Context: an optimization exercise on an open-source flow, tuned for a short achievable clock period and few clock cycles. The choices shown serve that exercise and are no tape-out recipe. The RTL was checked by simulation tests, not by an equivalence proof against the original design. No activity file was given, so power comes from the tool's default toggle rates.

--- design/flow/design.v ---
module crc_frame_enc (
    input  wire        clk,
    input  wire        rst,         
    input  wire        cmd_valid,
    output wire        cmd_ready,
    input  wire [15:0] cmd,
    output reg         rsp_valid,
    output reg  [2:0]  rsp_kind,
    output reg  [63:0] rsp_data
);
    localparam [7:0] WRITE_FLAG = 8'h80;
    localparam [7:0] SLOT_A     = 8'h30;
    localparam [7:0] SLOT_B     = 8'h38;
    localparam [2:0] K_OK     = 3'd0;
    localparam [2:0] K_VAL16  = 3'd1;
    localparam [2:0] K_BOOL   = 3'd2;
    localparam [2:0] K_REPORT = 3'd3;
    localparam [2:0] K_END    = 3'd4;
    localparam [2:0] K_STAT   = 3'd5;
    localparam [2:0] K_FAULT  = 3'd6;
    localparam [1:0] PH_LOAD  = 2'd0;
    localparam [1:0] PH_EMIT  = 2'd1;
    localparam [1:0] PH_DONE  = 2'd2;
    localparam [1:0] PH_FAULT = 2'd3;
    localparam [2:0] F_INVALID_SLOT = 3'd1;
    localparam [2:0] F_PAYLOAD_LEN  = 3'd2;
    localparam [2:0] F_SEQUENCE     = 3'd3;
    localparam [2:0] F_ILLEGAL      = 3'd4;
    localparam [1:0] S_IDLE = 2'd0;
    localparam [1:0] S_CRC  = 2'd1;    
    localparam [1:0] S_SCAN = 2'd2;    
    function [15:0] crc_step;
        input [15:0] c;
        input [7:0]  b;
        integer i;
        reg [15:0] x;
        begin
            x = c ^ {8'h00, b};
            for (i = 0; i < 8; i = i + 1)
                x = x[0] ? ((x >> 1) ^ 16'h8408) : (x >> 1);
            crc_step = x;
        end
    endfunction
    reg [15:0] crc_r;
    reg [7:0]  pay [0:63];
    reg [6:0]  wp;
    reg [7:0]  slot_r;
    reg        slotv;
    reg [15:0] cks;
    reg        cksv;
    reg [3:0]  seq;
    reg        repv;
    reg [1:0]  phase;
    reg [2:0]  err;
    reg [1:0]  state;
    reg [5:0]  idx;       
    reg [3:0]  scan;      
    assign cmd_ready = (state == S_IDLE);
    wire       accept  = cmd_valid && cmd_ready;
    wire [7:0] opcode  = cmd[15:8];
    wire [7:0] operand = cmd[7:0];
    wire       op_zero = (operand == 8'h00);
    function [55:0] chunk_of;
        input [3:0] s;
        begin
            case (s)
            4'd0: chunk_of = {pay[6],  pay[5],  pay[4],  pay[3],  pay[2],  pay[1],  pay[0]};
            4'd1: chunk_of = {pay[13], pay[12], pay[11], pay[10], pay[9],  pay[8],  pay[7]};
            4'd2: chunk_of = {pay[20], pay[19], pay[18], pay[17], pay[16], pay[15], pay[14]};
            4'd3: chunk_of = {pay[27], pay[26], pay[25], pay[24], pay[23], pay[22], pay[21]};
            4'd4: chunk_of = {pay[34], pay[33], pay[32], pay[31], pay[30], pay[29], pay[28]};
            4'd5: chunk_of = {pay[41], pay[40], pay[39], pay[38], pay[37], pay[36], pay[35]};
            4'd6: chunk_of = {pay[48], pay[47], pay[46], pay[45], pay[44], pay[43], pay[42]};
            4'd7: chunk_of = {pay[55], pay[54], pay[53], pay[52], pay[51], pay[50], pay[49]};
            4'd8: chunk_of = {pay[62], pay[61], pay[60], pay[59], pay[58], pay[57], pay[56]};
            4'd9: chunk_of = {24'd0, cks[15:8], cks[7:0], slot_r, pay[63]};
            default: chunk_of = 56'd0;
            endcase
        end
    endfunction
    wire [55:0] scan_chunk = chunk_of(scan);
    wire        scan_emit  = (scan == 4'd0) || (scan == 4'd9) || (scan_chunk != 56'd0);
    wire [31:0] stat_word = {12'd0, seq, 1'b0, wp, repv, cksv, slotv, err, phase};
    task raise;
        input [2:0] code;
        begin
            if (phase != PH_FAULT) begin
                phase <= PH_FAULT;
                err   <= code;
            end
            rsp_kind <= K_FAULT;
            rsp_data <= {61'd0, code};
        end
    endtask
    always @(posedge clk) begin
        if (!rst && accept && opcode == 8'h21 && phase == PH_LOAD && wp != 7'd64)
            pay[wp[5:0]] <= operand;
    end
    always @(posedge clk) begin
        if (rst) begin
            crc_r     <= 16'hFFFF;
            wp        <= 7'd0;
            slot_r    <= 8'h00;
            slotv     <= 1'b0;
            cks       <= 16'h0000;
            cksv      <= 1'b0;
            seq       <= 4'd0;
            repv      <= 1'b0;
            phase     <= PH_LOAD;
            err       <= 3'd0;
            state     <= S_IDLE;
            idx       <= 6'd0;
            scan      <= 4'd0;
            rsp_valid <= 1'b0;
            rsp_kind  <= K_OK;
            rsp_data  <= 64'd0;
        end else begin
            rsp_valid <= 1'b0;
            case (state)
            S_IDLE: begin
                if (accept) begin
                    rsp_valid <= 1'b1;
                    rsp_kind  <= K_OK;
                    rsp_data  <= 64'd0;
                    case (opcode)
                    8'h01: begin  
                        if (!op_zero) raise(F_ILLEGAL);
                        else begin
                            crc_r <= 16'hFFFF;
                            wp    <= 7'd0;
                            slotv <= 1'b0;
                            cksv  <= 1'b0;
                            repv  <= 1'b0;
                            seq   <= 4'd0;
                            phase <= PH_LOAD;
                            err   <= 3'd0;
                        end
                    end
                    8'h02: begin  
                        if (!op_zero) raise(F_ILLEGAL);
                        else begin
                            rsp_kind <= K_STAT;
                            rsp_data <= {32'd0, stat_word};
                        end
                    end
                    8'h10: begin  
                        if (!op_zero) raise(F_ILLEGAL);
                        else crc_r <= 16'hFFFF;
                    end
                    8'h11: begin  
                        crc_r <= crc_step(crc_r, operand);
                    end
                    8'h12: begin  
                        if (!op_zero) raise(F_ILLEGAL);
                        else begin
                            rsp_kind <= K_VAL16;
                            rsp_data <= {48'd0, crc_r};
                        end
                    end
                    8'h13: begin  
                        if (!op_zero) raise(F_ILLEGAL);
                        else begin
                            rsp_kind <= K_BOOL;
                            rsp_data <= {63'd0, (crc_r == 16'hF0B8)};
                        end
                    end
                    8'h20: begin  
                        if (!op_zero) raise(F_ILLEGAL);
                        else begin
                            wp    <= 7'd0;
                            slotv <= 1'b0;
                            cksv  <= 1'b0;
                            repv  <= 1'b0;
                            seq   <= 4'd0;
                            phase <= PH_LOAD;
                            err   <= 3'd0;
                        end
                    end
                    8'h21: begin  
                        if (phase != PH_LOAD) raise(F_SEQUENCE);
                        else if (wp == 7'd64) raise(F_PAYLOAD_LEN);
                        else wp <= wp + 7'd1;
                    end
                    8'h22: begin  
                        if (phase != PH_LOAD) raise(F_SEQUENCE);
                        else if (operand == 8'd1) begin
                            slot_r <= SLOT_A;
                            slotv  <= 1'b1;
                        end else if (operand == 8'd2) begin
                            slot_r <= SLOT_B;
                            slotv  <= 1'b1;
                        end else raise(F_INVALID_SLOT);
                    end
                    8'h23: begin  
                        if (!op_zero) raise(F_ILLEGAL);
                        else if (phase == PH_FAULT) raise(F_SEQUENCE);
                        else if (wp != 7'd64) raise(F_PAYLOAD_LEN);
                        else if (!slotv) raise(F_SEQUENCE);
                        else begin
                            rsp_valid <= 1'b0;
                            crc_r     <= 16'hFFFF;
                            idx       <= 6'd0;
                            state     <= S_CRC;
                        end
                    end
                    8'h24: begin  
                        if (!op_zero) raise(F_ILLEGAL);
                        else if (phase == PH_LOAD || phase == PH_FAULT) raise(F_SEQUENCE);
                        else if (phase == PH_DONE) rsp_kind <= K_END;
                        else begin
                            rsp_valid <= 1'b0;
                            scan      <= seq;
                            state     <= S_SCAN;
                        end
                    end
                    default: raise(F_ILLEGAL);
                    endcase
                end
            end
            S_CRC: begin
                crc_r <= crc_step(crc_r, pay[idx]);
                idx   <= idx + 6'd1;
                if (idx == 6'd63) begin
                    cks       <= crc_step(crc_r, pay[idx]);
                    cksv      <= 1'b1;
                    seq       <= 4'd0;
                    repv      <= 1'b0;
                    phase     <= PH_EMIT;
                    state     <= S_IDLE;
                    rsp_valid <= 1'b1;
                    rsp_kind  <= K_OK;
                    rsp_data  <= 64'd0;
                end
            end
            S_SCAN: begin
                if (scan_emit) begin
                    seq       <= scan + 4'd1;
                    repv      <= 1'b1;
                    if (scan == 4'd9) phase <= PH_DONE;
                    state     <= S_IDLE;
                    rsp_valid <= 1'b1;
                    rsp_kind  <= K_REPORT;
                    rsp_data  <= {WRITE_FLAG | {4'd0, scan}, scan_chunk};
                end else begin
                    scan <= scan + 4'd1;
                end
            end
            default: state <= S_IDLE;
            endcase
        end
    end
endmodule
--- design/flow/run.sh ---
#!/bin/bash
# synth_recipe.tcl (not shown) runs the flow's synth.tcl, then flattens the netlist and writes it again
# the make line also repeats each setting of config.mk as NAME=value (left out here)
make -C /OpenROAD-flow-scripts/flow DESIGN_CONFIG=/design/flow/config.mk WORK_HOME=/design/flow/orfs CLKGATE_MAP_FILE= SYNTH_SCRIPT=/design/flow/synth_recipe.tcl finish
--- design/flow/config.mk ---
export PLATFORM = sky130hd
export DESIGN_NAME = crc_frame_enc
export DESIGN_NICKNAME = crc_frame_enc
export VERILOG_FILES = /design/flow/design.v
export SDC_FILE = /design/flow/constraint.sdc
export NUM_CORES = 4
export LEC_CHECK = 0
export CAP_MARGIN = 20
export CORE_MARGIN = 2
export CORE_UTILIZATION = 35
export PLACE_DENSITY = 0.55
export SLEW_MARGIN = 20
--- design/flow/constraint.sdc ---
create_clock -name core_clock -period 6.5 [get_ports {clk}]
set_input_delay 1.3000 -clock core_clock [delete_from_list [all_inputs] [get_ports {clk}]]
set_output_delay 1.3000 -clock core_clock [all_outputs]
set_load 0.01 [all_outputs]
==> run_results.csv <==
group,metric,value,unit
outcome,outcome,"finished clean",
timing,setup_tns,0,ns
power,p_leak,11.1,nW
cts,clock_latency,0.65,ns
floorplan,num_rows,109,
placed_design,port_buffers,84,
floorplan,ios,88,
drt,firstDrtPassIters,10,
drt,via_per_inst,6.87,
cts,cts_made_buffers,73,
placed_design,gp_congestion,1.09,
setup_path,start_kind,"flip-flop",
logic_synthesis,netlist_top_cells_area,"edfxtp_1 49%, mux4_2 9.7%, dfxtp_1 8.7%",
logic_synthesis,yosysWarnings,1,
setup_path,path_delay_family,"simple AND/OR/NAND/NOR gates",
logic_synthesis,async_reset_ff_share,0,%
min_path,hp-class,"reg -> reg",
cts,clkTransAtPathRegs,0.07,ns
timing,rsz0062_at_grt,"false",
global_routing,grt_max_degree,79,
final_layout,fin_util,40.9,%
setup_path,critPathArrivalTime,5.89,ns
cts,cts_buffer_depth,3,
setup_path,path_max_fanout,45,
floorplan,die_h,303,um
drt,wl,167,mm
setup_path,worstSetupEndpointType,"flip-flop",
timing,slew_viol_final,0,
cts,ctsResizeCount,0,
logic_synthesis,ys_ff_latch,648,
setup_path,crit_top_cell,"buf_4",
cts,clock-root-buffer,"clkbuf_16",
setup_path,path_cells,"ha_2 > buf_4 > and3b_1 > o2bb2ai_1 > a211oi_1 > buf_4 > nand4_1 > nor4_1 > nand3_1 > nor3_2 > buf_4 > or4_1 > a21oi_1",
floorplan,die-area,92000,um2
global_routing,antenna_found_initial,13,
setup_path,critPathSlowestCell,"a211oi_1",
timing,period_share,83.2,%
logic_synthesis,synthCells,2414,
cts,hold_buffers,0,
logic_synthesis,ys_seq_area_share,57.7,%
timing,period_minus_slack,5.41,ns
drt,wl_per_cell,44.7,um
power,power.density,251,nW/um2
logic_synthesis,synth_top_area_share,49.0,%
placed_design,place_hpwl,126,mm
timing,fmax,185,MHz
drt,antenna_left,0,
final_layout,final_cells,3724,
cts,cts_tree,"yes",
timing,setup_viol,0,
timing,whs,0.469,ns
logic_synthesis,yosysUniqueCellTypes,81,
floorplan,core,88500,um2
cts,htree_num_levels,3,
final_layout,area_growth_syn_to_layout,15.5,%
drt,drc,0,
floorplan,die-width,303,um
job,maxCapViolCount,0,
setup_path,slowest_delay,0.83,ns
global_routing,gr-total-overflow,0,
floorplan,start_util,35.4,%
global_routing,grt_usage,35.9,%
final_layout,nets,2529,
timing,fin_ws,1.09,ns
cts,post_cts_buffers,0,
logic_synthesis,synthFlopType,"edfxtp_1",
placed_design,dp_cells,3585,
logic_synthesis,synth_area_leader_cell,"edfxtp_1",
timing,fin_skew,0.0321,ns
timing,slew_headroom,12.7,%
timing,hold_viol_final,0,
logic_synthesis,syn_area,31400,um2
global_routing,grt_pass1_vias,23900,
timing,tightest_slew,1.31,ns
cts,clkSinkCount,648,
setup_path,crit_required,6.98,ns
global_routing,grt_pass1_wl,220,mm
drt,drt_iter0_markers,4794,
placed_design,dp_slack,0.723,ns
logic_synthesis,synth_area_per_cell,13.0,um2
final_layout,drive_above_1_share,16.6,%
setup_path,critPathBufInv,3,
setup_path,criticalPathCategory,"reg -> reg",
power,peakVddDrop,0.156,mV
logic_synthesis,synth_edf_count,512,
drt,via_count,25600,
-- per-stage QoR --
step | area (um2) | total power [W]
global route | 36200 | 0.00929
finish | 36200 | 0.00909
global placement | 33800 | 0.00499
CTS | 36200 | 0.00911
floorplan | 31400 | 0.00478
detailed placement | 33800 | 0.00499
-- worst paths after layout --
check	startpoint	end	slack [ns]	cells past startpoint
setup / recovery	scan[0]	rsp_data[45]	1.09	13
hold / removal	cks[2]	cks[2]	0.47	2
hold reg to reg	cks[2]	cks[2]	0.47	2
setup reg to reg	scan[0]	rsp_data[45]	1.09	13
-- sequential cells by signal (all words and copies together) (netlist names), named ones only --
signal and flops:
cks 16, cksv 1, crc_r 16, err 3, idx 6, pay 512
phase 2, repv 1, rsp_data 61, rsp_kind 3, rsp_valid 1, scan 4
seq 4, slot_r 2, slotv 1, state 2, wp 7
-- power breakdown --
group	internal [W]	switching [W]	total, W	leakage, nW
Combinational	0.000124	0.000271	0.000395	4.19
Sequential	0.00449	0.0000193	0.00451	5.71
Clock	0.00243	0.00176	0.00418	1.16
Total	0.00704	0.00205	0.00909	11.1
-- synthesized netlist by cell type, types with 23 or more instances --
cell type and n:
a22oi_1 107, clkbuf_1 115, nor2b_1 48, a222oi_1 31, nor2_1 142, o22ai_1 23
buf_2 32, o21ai_0 112, dfxtp_1 136, nand2_1 126, mux2i_1 96, buf_1 35
a211oi_1 32, edfxtp_1 512, a21oi_1 151, a311oi_1 23, mux4_2 135, xnor2_1 39
a221oi_1 31, nand3_1 69, inv_1 24
-- worst register-to-register path, stage by stage (launching register included) --
cell and delay [ns]:
dfxtp_1 0.40, ha_2 0.48, buf_4 0.36, and3b_1 0.53, o2bb2ai_1 0.34, a211oi_1 0.83
buf_4 0.27, nand4_1 0.12, nor4_1 0.48, nand3_1 0.32, nor3_2 0.39, buf_4 0.43
or4_1 0.22, a21oi_1 0.07
-- final cells by class --
class	instances	area (um2)
Antenna cell	10	25.0
Clock buffer	93	1970
Clock inverter	36	383
Fill cell	8206	52300
Inverter	26	97.6
Multi-Input combinational cell	1535	12300
Sequential cell	648	18100
Tap cell	1165	1460
Timing Repair Buffer	211	1870
-- metal layers --
layer	vias to the layer above	GRT usage [%]	part of all wire [%]
met3	534	11.4	12
met5	-	0	0.028
met1	13100	46.4	38
met4	6	23.9	8.6
met2	2200	51.4	41
li1	9798	-	-
-- logic make-up (layout without fill, tap and decap cells) --
kind of cell | after synthesis | count (layout) | share of synthesized area, %
compound gates | 668 | 668 | 14.6
flops | 648 | 648 | 57.7
simple gates | 551 | 551 | 8.89
mux | 238 | 238 | 13.0
buf+inv | 233 | 366 | 3.41
xor+xnor | 59 | 59 | 1.70
fa+ha+maj | 16 | 16 | 0.631
other cells | 1 | 13 | 0.0120
-- cells in the final DEF (no fill, tap or decap), types with 74 or more instances in the layout --
master | Yosys | final
o21ai_0 | 112 | 112
a22oi_1 | 107 | 107
clkbuf_16 | 0 | 74
a21oi_1 | 151 | 151
edfxtp_1 | 512 | 512
nor2_1 | 142 | 141
mux4_2 | 135 | 135
mux2i_1 | 96 | 96
clkdlybuf4s50_1 | 0 | 75
nand2_1 | 126 | 126
dfxtp_1 | 136 | 129
buf_4 | 10 | 117
Testbench counts, summed over its fixed seeds: cycles 33,396.

static timing again, ports no longer ideal:
The results above use ideal ports. As a check the final layout listed here was re-extracted and re-timed, cells and wires unchanged. Step 1 sets driving cells, clkbuf_16 on the clock port and buf_2 on the other inputs (assumed; they add their load-dependent delay and slew). Step 2 also shifts input and output timing later by t, the mid clock arrival at the registers, as if the neighbouring blocks saw the same clock. Three values: no drivers, after step 1, after step 2; two values: the first two.
t (ns): 0.699
setup WS [ns]: 1.089 / 1.089 / 0.625
worst setup path after step 2: input to register
cell pins on the clock port's net: 1
After both steps this run still meets setup and hold. The setup slack of this run moves by 0.000 ns with the drivers and by -0.464 ns with both steps.
